This is an optimization exercise on Yosys and OpenROAD, whose aim is a short achievable clock period and few clock cycles, not a production implementation. At most, simulation tests tie the RTL to the original design; equivalence was not proved. No activity file was given, so power comes from the tool's default toggle rates.

==> v32 <==
==> flow/design.v (excerpt) <==
module pcodec (
  input  wire        clk,
  input  wire        rst,
  input  wire        start,
  input  wire [7:0]  op,
  input  wire [19:0] a_len,
  input  wire [19:0] out_cap,
  output wire        busy,
  output reg         done,
  output reg         fatal,
  output reg  [3:0]  err,
  output reg  [19:0] err_off,
  output reg  [19:0] out_len,
  output wire        in_re,
  output wire [19:0] in_addr,
  input  wire [7:0]  in_rdata,
  output reg         out_we,
  output reg  [19:0] out_addr,
  output reg  [7:0]  out_wdata
);
  localparam [7:0] OP_COMPRESS   = 8'h01;
  localparam [7:0] OP_DECOMPRESS = 8'h02;
  localparam [3:0] E_UNK_TYPE     = 4'd3;
  localparam [3:0] E_UNK_OPCODE   = 4'd4;
  localparam [3:0] E_TRUNC_STREAM = 4'd5;
  localparam [3:0] E_TRUNC_INSTR  = 4'd6;
  localparam [3:0] E_CAPACITY     = 4'd7;
  localparam [3:0] E_BAD_CMD      = 4'd8;
  reg        busy_r;
  ...
clock: 10.0 ns
lec_check: 0
abc_clock_period_in_ps: 3000
cap_margin: 20
core_margin: 2
core_utilization: 72
place_density: 0.8
setup_slack_margin: 5
slew_margin: 20
standard.sh (not shown) runs the stock make flow with config.mk's settings and CLKGATE_MAP_FILE= SYNTH_SCRIPT=/design/flow/synth_recipe.tcl, a recipe that flattens the netlist after the stock synthesis.
==> flow/flow/run.sh <==
#!/bin/bash
set -euo pipefail
bash standard.sh SETUP_SLACK_MARGIN=7 finish > standard.log 2>&1
==> v19: changes against v32 <==
--- a/flow/design.v
+++ b/flow/design.v
@@ -26,48 +26,47 @@
   localparam [3:0] E_TRUNC_INSTR  = 4'd6;
   localparam [3:0] E_CAPACITY     = 4'd7;
   localparam [3:0] E_BAD_CMD      = 4'd8;
   reg        busy_r;
   reg        m_comp;       
   reg        m_dec;        
   reg [19:0] cap;
+  reg        fin_pend;     
+  reg        fin_fatal;
+  reg [3:0]  fin_err;
+  reg [19:0] fin_off;
   reg        rd_stop;      
   assign busy = busy_r;
   wire go = start & ~busy_r;
-  reg        in_re_r;      
-  reg        in_re_o;      
+  reg        in_re_r;
   reg [19:0] rd_addr;
   reg [19:0] rd_left;      
   reg        rd_more;      
   reg        rd_zero;      
   reg        rdv;          
   reg        r_v;          
   reg [7:0]  r_byte;
-  reg [7:0]  r_dif;        
-  reg [7:0]  pb;           
   reg [4:0]  occ;          
-  assign in_re   = in_re_o;
+  assign in_re   = in_re_r;
   assign in_addr = rd_addr;
   reg [127:0] fb;          
   reg [15:0]  fe;          
   reg [15:0]  fr;          
   reg [15:0]  vld;         
+  reg [7:0]   lastb;
   reg [7:0]   lastd;
   reg [3:0]   streak;      
   wire [7:0] b0 = fb[7:0];
   wire [7:0] b1 = fb[15:8];
   wire all_in = rd_zero & ~rdv & ~r_v;
   wire pop;                 
   wire pop2;                
   reg        w1_we;
   reg [20:0] w1_addr;
   reg [7:0]  w1_data;
-  reg        w1_ok;        
-  reg [21:0] room;         
-  reg        n0;           
   localparam [1:0] P_ANCH = 2'd0, P_CAND = 2'd1, P_RUN = 2'd2, P_BRK = 2'd3;
   reg [1:0]  pst;
   reg        c_end;        
   reg [20:0] opos;         
   reg        dopen;        
   reg [20:0] hdr_pos;      
   reg [15:0] dlen;
@@ -77,23 +76,22 @@
   reg [1:0]  hw_k;
   reg [20:0] cpos;         
   reg [15:0] rcnt;         
   reg [7:0]  rstart;
   reg [7:0]  rdelta;
   reg [8:0]  kk;           
   reg [20:0] opos3;        
-  reg [20:0] sa;
-  reg [20:0] cp5, cp6;
+  reg [20:0] hp1, hp2;
+  reg [20:0] cp1, cp2, cp3, cp4, cp5, cp6, cp7;
   localparam [3:0] D_H0 = 4'd0, D_H1 = 4'd1, D_H2 = 4'd2, D_DATA = 4'd3,
                    D_T = 4'd4, D_S = 4'd5, D_CL = 4'd6, D_CH = 4'd7, D_D = 4'd8,
                    D_END = 4'd9, D_ERR = 4'd10;
   reg [3:0]  dst;
   reg [20:0] dleft;        
   reg [20:0] dleft1;       
-  reg        d_init;       
   reg        dl0;          
   reg        dllt3;        
   reg [19:0] dpos;         
   reg [19:0] hpos;         
   reg        stype;
   reg [7:0]  llo;
   reg [15:0] srem;         
@@ -154,77 +152,58 @@
   wire e_pop     = e_need & (qn != 4'd0);
   wire e_byp     = e_need & (qn == 4'd0) & push_it;    
   wire d_fin     = m_dec & ~cur_v & (qn == 4'd0) & ((dst == D_END) | (dst == D_ERR));
   wire [4:0] occ_m0 = occ + {4'd0, in_re_r};
   wire [4:0] occ_m1 = occ_m0 - 5'd1;
   wire [4:0] occ_m2 = occ_m0 - 5'd2;
   always @(posedge clk) begin
-    cp5 <= cpos + 21'd5;
-    cp6 <= cpos + 21'd6;
-    if (c_take && pst == P_ANCH)
-      sa <= hdr_pos + 21'd1;
-    else if (hw_on && hw_k == 2'd0)
-      sa <= hdr_pos + 21'd1;
-    else if (kk[2])
-      sa <= cpos;
-    else if (kk[7])
-      sa <= sa + 21'd3;
-    else
-      sa <= sa + 21'd1;
+    out_addr  <= m_dec ? o : w1_addr[19:0];
+    out_wdata <= m_dec ? cur_val : w1_data;
     rd_addr   <= go ? 20'd0 : rd_addr + {19'd0, in_re_r};
   end
-  wire [7:0] r_d = r_dif;
+  wire [7:0] r_d = r_byte - lastb;
   wire       r_e = (r_d == lastd);
   wire       r_f = r_e & (streak >= 4'd9);
   integer i;
-  wire r_le  = ~room[21];                           
-  wire r_lt  = ~room[21] & (room[20:0] != 21'd0);   
-  wire r_lt3 = ~room[21] & (room[20:2] != 19'd0);   
   always @(posedge clk) begin
-    w1_we   = 1'b0;
-    w1_ok   = r_le;
-    w1_addr = opos;
-    w1_data = b0;
     if (rst) begin
       busy_r   <= 1'b0;
       m_comp   <= 1'b0;
       m_dec    <= 1'b0;
       done     <= 1'b0;
       fatal    <= 1'b0;
       err      <= 4'd0;
       err_off  <= 20'd0;
       out_len  <= 20'd0;
       out_we   <= 1'b0;
+      fin_pend <= 1'b0;
       in_re_r  <= 1'b0;
-      in_re_o  <= 1'b0;
       rdv      <= 1'b0;
       r_v      <= 1'b0;
+      w1_we    <= 1'b0;
       vld      <= 16'd0;
       occ      <= 5'd0;
       rd_left  <= 20'd0;
       rd_more  <= 1'b0;
       rd_zero  <= 1'b1;
       rd_stop  <= 1'b1;
       hw_on    <= 1'b0;
     end else begin
+      out_we    <= w1_we & (w1_addr < {1'b0, cap});
+      w1_we     <= 1'b0;
       rdv    <= in_re_r & ~go;
       r_v    <= rdv & ~go;
       r_byte <= in_rdata;
-      r_dif  <= in_rdata - pb;
-      if (go) pb <= 8'd0;
-      else if (rdv) pb <= in_rdata;
       if (in_re_r) begin
         rd_left <= rd_left - 20'd1;
         rd_more <= (rd_left > 20'd2);
         rd_zero <= ~rd_more;
       end
       in_re_r <= ~rd_stop & ~e_capfail & (in_re_r ? rd_more : ~rd_zero) &
                  (({1'b0, occ} + {5'd0, in_re_r}) <= 6'd15);
-      in_re_o <= ~rd_stop & ~e_capfail & (in_re_o ? rd_more : ~rd_zero) &
-                 (({1'b0, occ} + {5'd0, in_re_o}) <= 6'd15);
       occ <= pop2 ? occ_m2 : pop ? occ_m1 : occ_m0;
       for (i = 0; i < 16; i = i + 1) begin
         if (pop2) begin
           if (i < 14 && vld[i+2]) begin
             fb[i*8 +: 8] <= fb[(i+2)*8 +: 8];
             fe[i] <= fe[i+2];
             fr[i] <= fr[i+2];
@@ -253,154 +232,159 @@
         3'b110: vld <= {2'b0, vld[15:2]};
         3'b111: vld <= {1'b0, vld[15:1]};
         3'b010: vld <= {1'b0, vld[15:1]};
         3'b001: vld <= {vld[14:0], 1'b1};
         default: ;
       endcase
       if (r_v) begin
+        lastb  <= r_byte;
         lastd  <= r_d;
         streak <= !r_e ? 4'd0 : (streak >= 4'd10) ? 4'd10 : streak + 4'd1;
       end
+      hp1 <= hdr_pos + 21'd1;
+      hp2 <= hdr_pos + 21'd2;
+      cp1 <= cpos + 21'd1;
+      cp2 <= cpos + 21'd2;
+      cp3 <= cpos + 21'd3;
+      cp4 <= cpos + 21'd4;
+      cp5 <= cpos + 21'd5;
+      cp6 <= cpos + 21'd6;
+      cp7 <= cpos + 21'd7;
+      if (fin_pend) begin
+        fin_pend <= 1'b0;
+        busy_r   <= 1'b0;
+        m_comp   <= 1'b0;
+        m_dec    <= 1'b0;
+        done     <= 1'b1;
+        fatal    <= fin_fatal;
+        err      <= fin_err;
+        err_off  <= fin_off;
+        if (m_comp) begin
+          if (opos > {1'b0, cap}) begin
+            fatal   <= 1'b1;
+            err     <= E_CAPACITY;
+            err_off <= 20'd0;
+            out_len <= 20'd0;
+          end else
+            out_len <= opos[19:0];
+        end else
+          out_len <= fin_fatal ? 20'd0 : o;
+      end
       if (c_take) begin
         case (pst)
           P_ANCH: begin
             if (c_code) begin
               pst    <= P_RUN;
               rcnt   <= 16'd1;
               kk     <= 9'b000000010;
               rstart <= b0;
               rdelta <= b1 - b0;
               cpos   <= opos;
               opos   <= opos + 21'd8;
-              room   <= room - 22'd8;
               opos3  <= opos3 + 21'd8;
               hval   <= dopen;
               dopen  <= 1'b0;
               if (dopen) begin
-                w1_we = 1'b1;
-                w1_addr = hdr_pos;
-                w1_data = 8'h00;
+                w1_we   <= 1'b1;
+                w1_addr <= hdr_pos;
+                w1_data <= 8'h00;
               end
             end else
               pst <= P_CAND;
           end
           P_CAND: pst <= (vld[1] & fe[1]) ? P_CAND : P_ANCH;
           P_BRK:  pst <= P_ANCH;
           default: begin   
             rcnt  <= c_take2 ? rcnt + 16'd2 : rcnt1;
             kk    <= {kk[7:0], 1'b0};
             if (!r_cont1) pst <= vld[1] ? P_BRK : P_ANCH;
             if (kk[1] && hval) begin
-              w1_we = 1'b1; w1_addr = sa; w1_data = dlen[7:0];
+              w1_we <= 1'b1; w1_addr <= hp1; w1_data <= dlen[7:0];
             end
             if (kk[2] && hval) begin
-              w1_we = 1'b1; w1_addr = sa; w1_data = dlen[15:8];
+              w1_we <= 1'b1; w1_addr <= hp2; w1_data <= dlen[15:8];
             end
             if (kk[3]) begin
-              w1_we = 1'b1; w1_addr = sa; w1_data = 8'h01;
+              w1_we <= 1'b1; w1_addr <= cpos; w1_data <= 8'h01;
             end
             if (kk[4]) begin
-              w1_we = 1'b1; w1_addr = sa; w1_data = 8'h05;
+              w1_we <= 1'b1; w1_addr <= cp1; w1_data <= 8'h05;
             end
             if (kk[5]) begin
-              w1_we = 1'b1; w1_addr = sa; w1_data = 8'h00;
+              w1_we <= 1'b1; w1_addr <= cp2; w1_data <= 8'h00;
             end
             if (kk[6]) begin
-              w1_we = 1'b1; w1_addr = sa; w1_data = 8'h00;
+              w1_we <= 1'b1; w1_addr <= cp3; w1_data <= 8'h00;
             end
             if (kk[7]) begin
-              w1_we = 1'b1; w1_addr = sa; w1_data = rstart;
+              w1_we <= 1'b1; w1_addr <= cp4; w1_data <= rstart;
             end
             if (kk[8]) begin
-              w1_we = 1'b1; w1_addr = sa; w1_data = rdelta;
+              w1_we <= 1'b1; w1_addr <= cp7; w1_data <= rdelta;
             end
             if (r_cont1 && !r_cont2) begin
-              w1_we = 1'b1; w1_addr = cp5; w1_data = rcnt2;
+              w1_we <= 1'b1; w1_addr <= cp5; w1_data <= rcnt2;
             end
             if (!r_cont1) begin
-              w1_we = 1'b1; w1_addr = cp6; w1_data = rcnt1[15:8];
+              w1_we <= 1'b1; w1_addr <= cp6; w1_data <= rcnt1[15:8];
             end
           end
         endcase
         if (c_lit) begin
-          w1_we = 1'b1;
-          w1_data = b0;
+          w1_we   <= 1'b1;
+          w1_data <= b0;
           if (!dopen) begin
-            w1_addr = opos3;
-            w1_ok   = r_lt3;
-            room    <= room - 22'd4;
+            w1_addr <= opos3;
             hdr_pos <= opos;
             dopen   <= 1'b1;
             dlen    <= 16'd1;
             dfull   <= 1'b0;
             opos    <= opos + 21'd4;
             opos3   <= opos3 + 21'd4;
           end else begin
-            w1_addr = opos;
-            w1_ok   = r_lt;
-            room    <= room - 22'd1;
+            w1_addr <= opos;
             dlen    <= dlen + 16'd1;
             dfull   <= (dlen == 16'd65534);
             opos    <= opos + 21'd1;
             opos3   <= opos3 + 21'd1;
           end
         end
       end
       if (m_comp && !c_end && !hw_on &&
           ((dopen && c_ready && c_split) || (dopen && !vld[0] && all_in) ||
            (c_take && c_lit && !vld[1] && all_in))) begin
         hw_on <= 1'b1;
         hw_k  <= 2'd0;
       end
       if (m_comp && hw_on) begin
-        w1_we = 1'b1;
-        w1_addr = (hw_k == 2'd0) ? hdr_pos : sa;
-        w1_data = (hw_k == 2'd0) ? 8'h00 : (hw_k == 2'd1) ? dlen[7:0] : dlen[15:8];
+        w1_we   <= 1'b1;
+        w1_addr <= (hw_k == 2'd0) ? hdr_pos : (hw_k == 2'd1) ? hp1 : hp2;
+        w1_data <= (hw_k == 2'd0) ? 8'h00 : (hw_k == 2'd1) ? dlen[7:0] : dlen[15:8];
         hw_k    <= hw_k + 2'd1;
         if (hw_k == 2'd2) begin
           hw_on <= 1'b0;
           dopen <= 1'b0;
         end
       end
-      if (n0) begin
-        n0    <= 1'b0;
-        dopen <= 1'b1;
-        opos  <= 21'd3;
-        opos3 <= 21'd6;
-        room  <= room - 22'd3;
-      end
-      if (m_comp && !n0 && !c_end && !hw_on && !dopen && !vld[0] && all_in) begin
-        c_end   <= 1'b1;
-        rd_stop <= 1'b1;
-        busy_r  <= 1'b0;
-        m_comp  <= 1'b0;
-        done    <= 1'b1;
-        err_off <= 20'd0;
-        if (room[21]) begin
-          fatal   <= 1'b1;
-          err     <= E_CAPACITY;
-          out_len <= 20'd0;
-        end else begin
-          fatal   <= 1'b0;
-          err     <= 4'd0;
-          out_len <= opos[19:0];
-        end
+      if (m_comp && !c_end && !hw_on && !dopen && !vld[0] && all_in) begin
+        c_end     <= 1'b1;
+        fin_pend  <= 1'b1;
+        fin_fatal <= 1'b0;
+        fin_err   <= 4'd0;
+        fin_off   <= 20'd0;
+        rd_stop   <= 1'b1;
       end
       if (m_dec && dst == D_H0 && (dllt3 || dl0)) begin
         if (dl0)
           dst <= D_END;
         else begin
           dst <= D_ERR; perr <= E_TRUNC_STREAM; perr_off <= dpos;
           rd_stop <= 1'b1;
         end
       end
-      if (d_init) begin
-        d_init <= 1'b0;
-        dleft1 <= dleft - 21'd1;
-      end
       if (d_pop) begin
         dpos  <= dpos + 20'd1;
         dleft  <= dleft1;
         dleft1 <= dleft1 - 21'd1;
         dl0   <= (dleft == 21'd1);
         dllt3 <= (dleft < 21'd4);
         case (dst)
@@ -455,21 +439,21 @@
             srem1   <= (srem == 16'd6);
             srem5   <= (srem == 16'd10);
             sremlt5 <= (srem < 16'd10);
             dst     <= srem5 ? D_H0 : D_T;
           end
         endcase
       end
-      if (push_it) begin
+      if (push_it && !e_byp) begin
         qv[qt] <= push_lit ? b0 : i_val;
         qd[qt] <= push_lit ? 8'd0 : b0;
         qc[qt] <= push_lit ? 16'd1 : icnt;
         qt     <= qt + 3'd1;
       end
-      if (e_pop || e_byp) qh <= qh + 3'd1;
+      if (e_pop) qh <= qh + 3'd1;
       qn <= qn + {3'd0, push_it & ~e_byp} - {3'd0, e_pop};
       if (m_dec) begin
         out_we    <= e_emit;
         if (e_emit) begin
           o        <= o + 20'd1;
           capleft  <= capleft - 20'd1;
           capz     <= (capleft == 20'd1);
@@ -518,34 +502,30 @@
         err_off  <= 20'd0;
         out_len  <= 20'd0;
         cap      <= out_cap;
         rd_left  <= a_len;
         rd_more  <= (a_len > 20'd1);
         rd_zero  <= (a_len == 20'd0);
         in_re_r  <= 1'b0;
-        in_re_o  <= 1'b0;
         rd_stop  <= 1'b1;
         occ      <= 5'd0;
         vld      <= 16'd0;
         streak   <= 4'd0;
-        lastd    <= 8'd0;
         c_end    <= 1'b0;
-        n0       <= 1'b0;
-        room     <= {2'b0, out_cap};
         pst      <= P_ANCH;
         opos     <= 21'd0;
         opos3    <= 21'd3;
         dopen    <= 1'b0;
         dlen     <= 16'd0;
         dfull    <= 1'b0;
         hw_on    <= 1'b0;
         hdr_pos  <= 21'd0;
         dst      <= D_H0;
         dleft    <= {1'b0, a_len};
-        d_init   <= 1'b1;
+        dleft1   <= {1'b0, a_len} - 21'd1;
         dl0      <= (a_len == 20'd0);
         dllt3    <= (a_len < 20'd3);
         dpos     <= 20'd0;
         perr     <= 4'd0;
         perr_off <= 20'd0;
         qh       <= 3'd0;
         qt       <= 3'd0;
@@ -555,27 +535,26 @@
         capleft  <= out_cap;
         capz     <= (out_cap == 20'd0);
         if (op == OP_COMPRESS) begin
           busy_r  <= 1'b1;
           m_comp  <= 1'b1;
           rd_stop <= 1'b0;
           in_re_r <= (a_len != 20'd0);
-          in_re_o <= (a_len != 20'd0);
-          n0 <= (a_len == 20'd0);
+          if (a_len == 20'd0) begin
+            dopen <= 1'b1;
+            opos  <= 21'd3;
+            opos3 <= 21'd6;
+          end
         end else if (op == OP_DECOMPRESS) begin
           busy_r  <= 1'b1;
           m_dec   <= 1'b1;
           rd_stop <= 1'b0;
           in_re_r <= (a_len != 20'd0);
-          in_re_o <= (a_len != 20'd0);
         end else begin
           done  <= 1'b1;
           fatal <= 1'b1;
           err   <= E_BAD_CMD;
         end
       end
-      if (!m_dec) out_we <= w1_we & w1_ok;
     end
-    out_addr  <= m_dec ? o : w1_addr[19:0];
-    out_wdata <= m_dec ? cur_val : w1_data;
   end
 endmodule
CORE_UTILIZATION = 40   (was 72)
PLACE_DENSITY = not set   (was 0.8)
==> v37: changes against v32 <==
--- a/flow/design.v
+++ b/flow/design.v
@@ -144,19 +144,23 @@
   wire h_trunc = (dleft1[20:16] == 5'd0) && (hl > dleft1[15:0]);
   wire [15:0] icnt = {i_chi, i_clo};
   wire push_lit = d_pop & (dst == D_DATA);
   wire push_run = d_pop & (dst == D_D) & (icnt != 16'd0);
   wire push_it  = push_lit | push_run;
   assign pop  = c_take | d_pop;
   assign pop2 = c_take2;
-  wire e_capfail = cur_v & capz;
-  wire e_emit    = cur_v & ~capz;
   wire e_need    = ~cur_v | cur_last;
   wire e_pop     = e_need & (qn != 4'd0);
-  wire e_byp     = e_need & (qn == 4'd0) & push_it;    
+  wire e_take    = e_need & (qn == 4'd0) & push_it;    
+  wire e_dir     = e_take & ~cur_v;
+  wire e_byp     = e_take & cur_v;                     
+  wire e_capfail = (cur_v | e_dir) & capz;
+  wire e_emit    = cur_v & ~capz;
+  wire e_wr      = (cur_v | e_dir) & ~capz;
+  wire [15:0] icnt1 = icnt - 16'd1;
   wire d_fin     = m_dec & ~cur_v & (qn == 4'd0) & ((dst == D_END) | (dst == D_ERR));
   wire [4:0] occ_m0 = occ + {4'd0, in_re_r};
   wire [4:0] occ_m1 = occ_m0 - 5'd1;
   wire [4:0] occ_m2 = occ_m0 - 5'd2;
   always @(posedge clk) begin
     cp5 <= cpos + 21'd5;
     cp6 <= cpos + 21'd6;
@@ -201,14 +205,15 @@
       vld      <= 16'd0;
       occ      <= 5'd0;
       rd_left  <= 20'd0;
       rd_more  <= 1'b0;
       rd_zero  <= 1'b1;
       rd_stop  <= 1'b1;
       hw_on    <= 1'b0;
+      kk       <= 9'd0;
     end else begin
       rdv    <= in_re_r & ~go;
       r_v    <= rdv & ~go;
       r_byte <= in_rdata;
       r_dif  <= in_rdata - pb;
       if (go) pb <= 8'd0;
       else if (rdv) pb <= in_rdata;
@@ -461,27 +466,35 @@
       end
       if (push_it) begin
         qv[qt] <= push_lit ? b0 : i_val;
         qd[qt] <= push_lit ? 8'd0 : b0;
         qc[qt] <= push_lit ? 16'd1 : icnt;
         qt     <= qt + 3'd1;
       end
-      if (e_pop || e_byp) qh <= qh + 3'd1;
-      qn <= qn + {3'd0, push_it & ~e_byp} - {3'd0, e_pop};
+      if (e_pop || e_take) qh <= qh + 3'd1;
+      qn <= qn + {3'd0, push_it & ~e_take} - {3'd0, e_pop};
       if (m_dec) begin
-        out_we    <= e_emit;
-        if (e_emit) begin
+        out_we    <= e_wr;
+        if (e_wr) begin
           o        <= o + 20'd1;
           capleft  <= capleft - 20'd1;
           capz     <= (capleft == 20'd1);
+        end
+        if (e_emit) begin
           cur_val  <= cur_val + cur_del;
           cur_cnt  <= cur_cnt - 16'd1;
           cur_last <= (cur_cnt == 16'd2);
         end
-        if (e_need) begin
+        if (e_dir) begin
+          cur_v    <= push_run & (icnt != 16'd1);
+          cur_val  <= i_val + b0;
+          cur_del  <= b0;
+          cur_cnt  <= icnt1;
+          cur_last <= (icnt == 16'd2);
+        end else if (e_need) begin
           cur_v <= e_pop | e_byp;
           if (e_pop) begin
             cur_val  <= qv[qh];
             cur_del  <= qd[qh];
             cur_cnt  <= qc[qh];
             cur_last <= (qc[qh] == 16'd1);
           end else begin
@@ -525,14 +538,15 @@
         in_re_o  <= 1'b0;
         rd_stop  <= 1'b1;
         occ      <= 5'd0;
         vld      <= 16'd0;
         streak   <= 4'd0;
         lastd    <= 8'd0;
         c_end    <= 1'b0;
+        kk       <= 9'd0;
         n0       <= 1'b0;
         room     <= {2'b0, out_cap};
         pst      <= P_ANCH;
         opos     <= 21'd0;
         opos3    <= 21'd3;
         dopen    <= 1'b0;
         dlen     <= 16'd0;
@@ -572,10 +586,10 @@
           fatal <= 1'b1;
           err   <= E_BAD_CMD;
         end
       end
       if (!m_dec) out_we <= w1_we & w1_ok;
     end
     out_addr  <= m_dec ? o : w1_addr[19:0];
-    out_wdata <= m_dec ? cur_val : w1_data;
+    out_wdata <= !m_dec ? w1_data : cur_v ? cur_val : push_lit ? b0 : i_val;
   end
 endmodule
CORE_UTILIZATION = 65   (was 72)
CTS_CLUSTER_DIAMETER = 30   (was not set)
CTS_CLUSTER_SIZE = 12   (was not set)
PLACE_DENSITY = not set   (was 0.8)
==> qor summary <==
quantity	v37	v19	v32
Met3 Routed Length	22210 microns	16620 microns	24250 microns
Width of the die	295.7 microns	395.8 microns	279.3 microns
Worst setup path endpoint	err[1]	fe[2]	err[3]
Hold_ws	0.4761 ns	0.4804 ns	0.5031 ns
Power drawn by the sequential cells	5.13 mW	5.73 mW	5.07 mW
CTS clk-pin slew, worst paths	0.05 ns	0.06 ns	0.06 ns
Clock tree cell share of total cell area	10.37%	5.910%	5.857%
Status	no timing/DRC/antenna violations	no timing/DRC/antenna violations	no timing/DRC/antenna violations
Sequential share of cell area	43.98%	47.19%	46.95%
Area of the mapped netlist	55310 sq um	61400 sq um	54560 sq um
Number of antenna violations at the first check in global routing	3	13	2
Cells on worst reg2reg path	9	11	13
Initial cell density of the core	65.88%	40.32%	73.04%
Final WL	172900 microns	192600 microns	174800 microns
Multi-input combinational cell count	3531	3707	3501
Height of the die	295.7 microns	395.8 microns	279.3 microns
Global Route met3 Usage	9.211%	4.184%	10.52%
Proportion of layout cells with a drive suffix above 1	19.38%	19.50%	17.77%
Nonclk inv count	164	137	133
Worst vdd rail ir drop	0.0001712 V	0.0001580 V	0.0001649 V
Max transition margin	19.62%	27.67%	25.29%
Number of placed instances, taps included	6119	7323	5873
Placed Instance Area	57860 sq um	65020 sq um	56920 sq um
Transition at the pin with the smallest max-transition slack	1.193 ns	1.083 ns	1.119 ns
Adder-cell area share of the yosys netlist	2.615%	2.882%	2.385%
Testbench counts of v19, summed over its fixed seeds: cycles 131,191.
Testbench counts of v37, summed over its fixed seeds: cycles 130,999.
The RTL of v32 was laid out without a check of its function.

[re-timing with driven ports]
No port has a modelled driver above. Below, the same layouts with a new extraction and two added sets of constraints.
Step 1 (the two cells are an assumption about what drives the block):
set clk [get_ports {clk}]
set_driving_cell -lib_cell sky130_fd_sc_hd__clkbuf_16 $clk
set_driving_cell -lib_cell sky130_fd_sc_hd__buf_2 [delete_from_list [all_inputs] $clk]
Step 2 adds t to the input delays and takes it off the output delays; t is the mean of the earliest and latest rising clock arrival at the registers after step 1. Input paths then give back, and output paths get back, about the clock's delay inside the block.
a / b / c = no drivers / after step 1 / after step 2; a / b = the first two.
run	t, ns	slack for setup (ns)	worst setup path at the end
v32	0.769	6.773 / 6.700 / 6.212	input to register
v19	0.857	6.685 / 6.634 / 5.946	input to register
v37	0.849	6.651 / 6.579 / 5.963	input to register
After both steps setup and hold are still met in every run listed. For v19, which loses most, drivers alone change the setup slack by -0.051 ns; drivers and shift together by -0.739 ns.
